What follows belongs to an exercise in optimizing a design on an open flow for small area, a short achievable clock period and few clock cycles per item; a production flow would make more cautious choices. Only simulation tests tie the RTL to the original design; equivalence was not proved.

== zinc ==
## sstv_tone_alu
module sstv_tone_alu (
    input  wire        clk,
    input  wire        rst,
    input  wire        in_valid,
    output wire        in_ready,
    input  wire [1:0]  in_op,
    input  wire [31:0] in_a,
    input  wire [37:0] in_b,
    output wire        out_valid,
    input  wire        out_ready,
    output wire [31:0] out_res,
    output wire [37:0] out_n
);
Size in the first run: roughly 3700 cells after synthesis, about 150 I/O pins, about 42000 um^2 of cells after synthesis.
clock: 18.0 ns
lec_check: 0
cap_margin: 20
core_margin: 2
core_utilization: 60
cts_buf_list: sky130_fd_sc_hd__clkbuf_4 sky130_fd_sc_hd__clkbuf_8
place_density: 0.75
slew_margin: 20
standard.sh (not shown) runs the stock make flow with config.mk's settings and CLKGATE_MAP_FILE= SYNTH_SCRIPT=/design/flow/synth_recipe.tcl, a recipe that flattens the netlist after the stock synthesis.
==> flow/flow/run.sh <==
#!/bin/bash
# Standard layout, with three changes:
# - between synthesis and floorplan, flow/fapol.py picks the polarity of each
#   full-adder cell so that fewer inverters sit between full adders (a full
#   adder is self-dual); registers and every other cell are left as the
#   standard synthesis made them;
# - timing repair aims for 12.8 ns of setup slack at the design's 18 ns clock
#   (the constraints themselves are unchanged);
# - the port buffers are plain buffers (sky130_fd_sc_hd__buf_1) instead of
#   delay buffers.
set -euo pipefail
R=orfs/results/${FLOW_PLATFORM}/sstv_tone_alu/base
bash standard.sh synth > synth.log 2>&1
cp "$R/1_2_yosys.v" "$R/1_2_yosys.std.v"
python3 flow/fapol.py "$R/1_2_yosys.std.v" "$R/1_2_yosys.v" > fapol.log 2>&1
rm -f "$R/1_synth.odb" "$R/1_synth.sdc"
export SETUP_SLACK_MARGIN=12.8
export BUFFER_PORTS_ARGS="-buffer_cell sky130_fd_sc_hd__buf_1"
bash standard.sh > layout.log 2>&1
Other scripts of this flow, unchanged in this note and not shown: flow/flow/fapol.py
Testbench counts of zinc, summed over its fixed seeds: cycles 5,232, items 4,312.
Here is what was changed in the inputs of sierra compared with zinc.
Settings: swapping 60 for 50 in CORE_UTILIZATION; swapping 0.75 for 0.65 in PLACE_DENSITY.
diff --git a/flow/flow/run.sh b/flow/flow/run.sh
--- a/flow/flow/run.sh
+++ b/flow/flow/run.sh
@@ -7 +7 @@
-# - timing repair aims for 12.8 ns of setup slack at the design's 18 ns clock
+# - timing repair aims for 12.5 ns of setup slack at the design's 18 ns clock
@@ -17 +17 @@
-export SETUP_SLACK_MARGIN=12.8
+export SETUP_SLACK_MARGIN=12.5
==> summary.txt <==
In terms of remaining global-route overflow, zinc and sierra differ only marginally.
Taking zinc as the reference, in sierra number of fill cells in the layout went up, post-layout instance area went down by 0.78%.

========
sstv_tone_alu again, from the RTL that the note above started with.
==> flow/config.mk <==
export PLATFORM = sky130hd
export DESIGN_NAME = sstv_tone_alu
export DESIGN_NICKNAME = sstv_tone_alu
export VERILOG_FILES = /design/flow/design.v
export SDC_FILE = /design/flow/constraint.sdc
export NUM_CORES = 4
export LEC_CHECK = 0
export CAP_MARGIN = 20
export CORE_MARGIN = 2
export CORE_UTILIZATION = 55
export CTS_BUF_LIST = sky130_fd_sc_hd__clkbuf_4 sky130_fd_sc_hd__clkbuf_8
export PLACE_DENSITY = 0.7
export SLEW_MARGIN = 20
==> flow/constraint.sdc <==
create_clock -name core_clock -period 18.0 [get_ports {clk}]
set_input_delay 3.6000 -clock core_clock [delete_from_list [all_inputs] [get_ports {clk}]]
set_output_delay 3.6000 -clock core_clock [all_outputs]
set_load 0.01 [all_outputs]
==> flow/flow/run.sh <==
#!/bin/bash
# Standard layout, with three changes:
# - between synthesis and floorplan, flow/fapol.py picks the polarity of each
#   full-adder cell so that fewer inverters sit between full adders (a full
#   adder is self-dual); registers and every other cell are left as the
#   standard synthesis made them;
# - timing repair aims for 12.8 ns of setup slack at the design's 18 ns clock
#   (the constraints themselves are unchanged);
# - the port buffers are plain buffers (sky130_fd_sc_hd__buf_1) instead of
#   delay buffers.
set -euo pipefail
R=orfs/results/${FLOW_PLATFORM}/sstv_tone_alu/base
bash standard.sh synth > synth.log 2>&1
cp "$R/1_2_yosys.v" "$R/1_2_yosys.std.v"
python3 flow/fapol.py "$R/1_2_yosys.std.v" "$R/1_2_yosys.v" > fapol.log 2>&1
rm -f "$R/1_synth.odb" "$R/1_synth.sdc"
export SETUP_SLACK_MARGIN=12.8
export BUFFER_PORTS_ARGS="-buffer_cell sky130_fd_sc_hd__buf_1"
bash standard.sh > layout.log 2>&1
Other scripts of this flow, unchanged in this note and not shown: flow/flow/fapol.py
Testbench counts at the start, summed over its fixed seeds: cycles 5,232, items 4,312.
Change:
--- a/flow/flow/run.sh
+++ b/flow/flow/run.sh
@@ -5,5 +5,5 @@
 #   adder is self-dual); registers and every other cell are left as the
 #   standard synthesis made them;
-# - timing repair aims for 12.8 ns of setup slack at the design's 18 ns clock
+# - timing repair aims for 12.2 ns of setup slack at the design's 18 ns clock
 #   (the constraints themselves are unchanged);
 # - the port buffers are plain buffers (sky130_fd_sc_hd__buf_1) instead of
@@ -15,5 +15,5 @@
 python3 flow/fapol.py "$R/1_2_yosys.std.v" "$R/1_2_yosys.v" > fapol.log 2>&1
 rm -f "$R/1_synth.odb" "$R/1_synth.sdc"
-export SETUP_SLACK_MARGIN=12.8
+export SETUP_SLACK_MARGIN=12.2
 export BUFFER_PORTS_ARGS="-buffer_cell sky130_fd_sc_hd__buf_1"
 bash standard.sh > layout.log 2>&1
Settings changed: CORE_UTILIZATION 55 to 60, PLACE_DENSITY 0.7 to 0.75.
Result: The new run ran to the end with no violations. Setup slack gets worse by 0.12 ns. Non-clock buffer count is lower by 100. Hold slack gets better by 0.029 ns. Via count is lower by 0.69%. Final cell count is lower by 2.9%. Clock-buffer cell count is higher by 2.
Change:
--- a/flow/flow/run.sh
+++ b/flow/flow/run.sh
@@ -5,5 +5,5 @@
 #   adder is self-dual); registers and every other cell are left as the
 #   standard synthesis made them;
-# - timing repair aims for 12.2 ns of setup slack at the design's 18 ns clock
+# - timing repair aims for 12.5 ns of setup slack at the design's 18 ns clock
 #   (the constraints themselves are unchanged);
 # - the port buffers are plain buffers (sky130_fd_sc_hd__buf_1) instead of
@@ -15,5 +15,5 @@
 python3 flow/fapol.py "$R/1_2_yosys.std.v" "$R/1_2_yosys.v" > fapol.log 2>&1
 rm -f "$R/1_synth.odb" "$R/1_synth.sdc"
-export SETUP_SLACK_MARGIN=12.2
+export SETUP_SLACK_MARGIN=12.5
 export BUFFER_PORTS_ARGS="-buffer_cell sky130_fd_sc_hd__buf_1"
 bash standard.sh > layout.log 2>&1
Settings changed: CORE_UTILIZATION 60 to 65, PLACE_DENSITY 0.75 to 0.8.
Effect: This time the run produced a layout that fails on max-capacitance violations, max-slew violations. Core utilization grows by 5.4 points. Worst setup slack degrades by 0.55 ns. Hold slack improves by 0.017 ns.
Change:
Settings changed: CORE_UTILIZATION 65 to 60, PLACE_DENSITY 0.8 to 0.75.
=> Now the flow completed without violations; die area grows by 8.2%; design area hardly moves; worst hold slack loses 0.013 ns; first-iteration DRC count shrinks by about 17%; area after synthesis does not change.
Change:
Settings changed: CORE_UTILIZATION 60 to 55, PLACE_DENSITY 0.75 to 0.7.
Result:
- final area barely changes
- area after synthesis stays the same

==> static timing again, ports no longer ideal <==
The results above use ideal ports. As a check the final layouts listed here were re-extracted and re-timed, cells and wires unchanged. Step 1: set_driving_cell puts a clkbuf_16 on clk and a buf_2 on each other input, an assumption about the parent block. Step 2 times the ports against the registers' clock, not the clock port: input delays grow and output delays shrink by t, the midpoint of the rising clock arrivals with the driver on. a / b / c = no drivers / after step 1 / after step 2; a / b = the first two.
| run | shift t [ns] | setup WS [ns] | clock arrival spread, ns | worst register clock-pin slew, ns | worst slew at a driven data input, ns |
|---|---|---|---|---|---|
| zinc | 0.760 | 12.551 / 12.551 / 12.551 | 0.043 / 0.043 | 0.07 / 0.07 | 0.15 |
| sierra | 0.791 | 12.533 / 12.533 / 12.533 | 0.047 / 0.047 | 0.07 / 0.07 | 0.16 |
| the first run of note 2 | 0.762 | 12.492 / 12.492 / 12.492 | 0.076 / 0.075 | 0.08 / 0.08 | 0.23 |
| the second run of note 2 | 0.783 | 12.376 / 12.376 / 12.376 | 0.062 / 0.062 | 0.07 / 0.07 | 0.16 |
| the third run of note 2 | 0.784 | 11.822 / 11.822 / 11.822 | 0.064 / 0.064 | 0.09 / 0.09 | 0.10 |
| the fourth run of note 2 | 0.761 | 12.452 / 12.452 / 12.452 | 0.040 / 0.040 | 0.07 / 0.07 | 0.11 |
| the fifth run of note 2 | 0.785 | 12.563 / 12.563 / 12.563 | 0.061 / 0.060 | 0.08 / 0.08 | 0.18 |
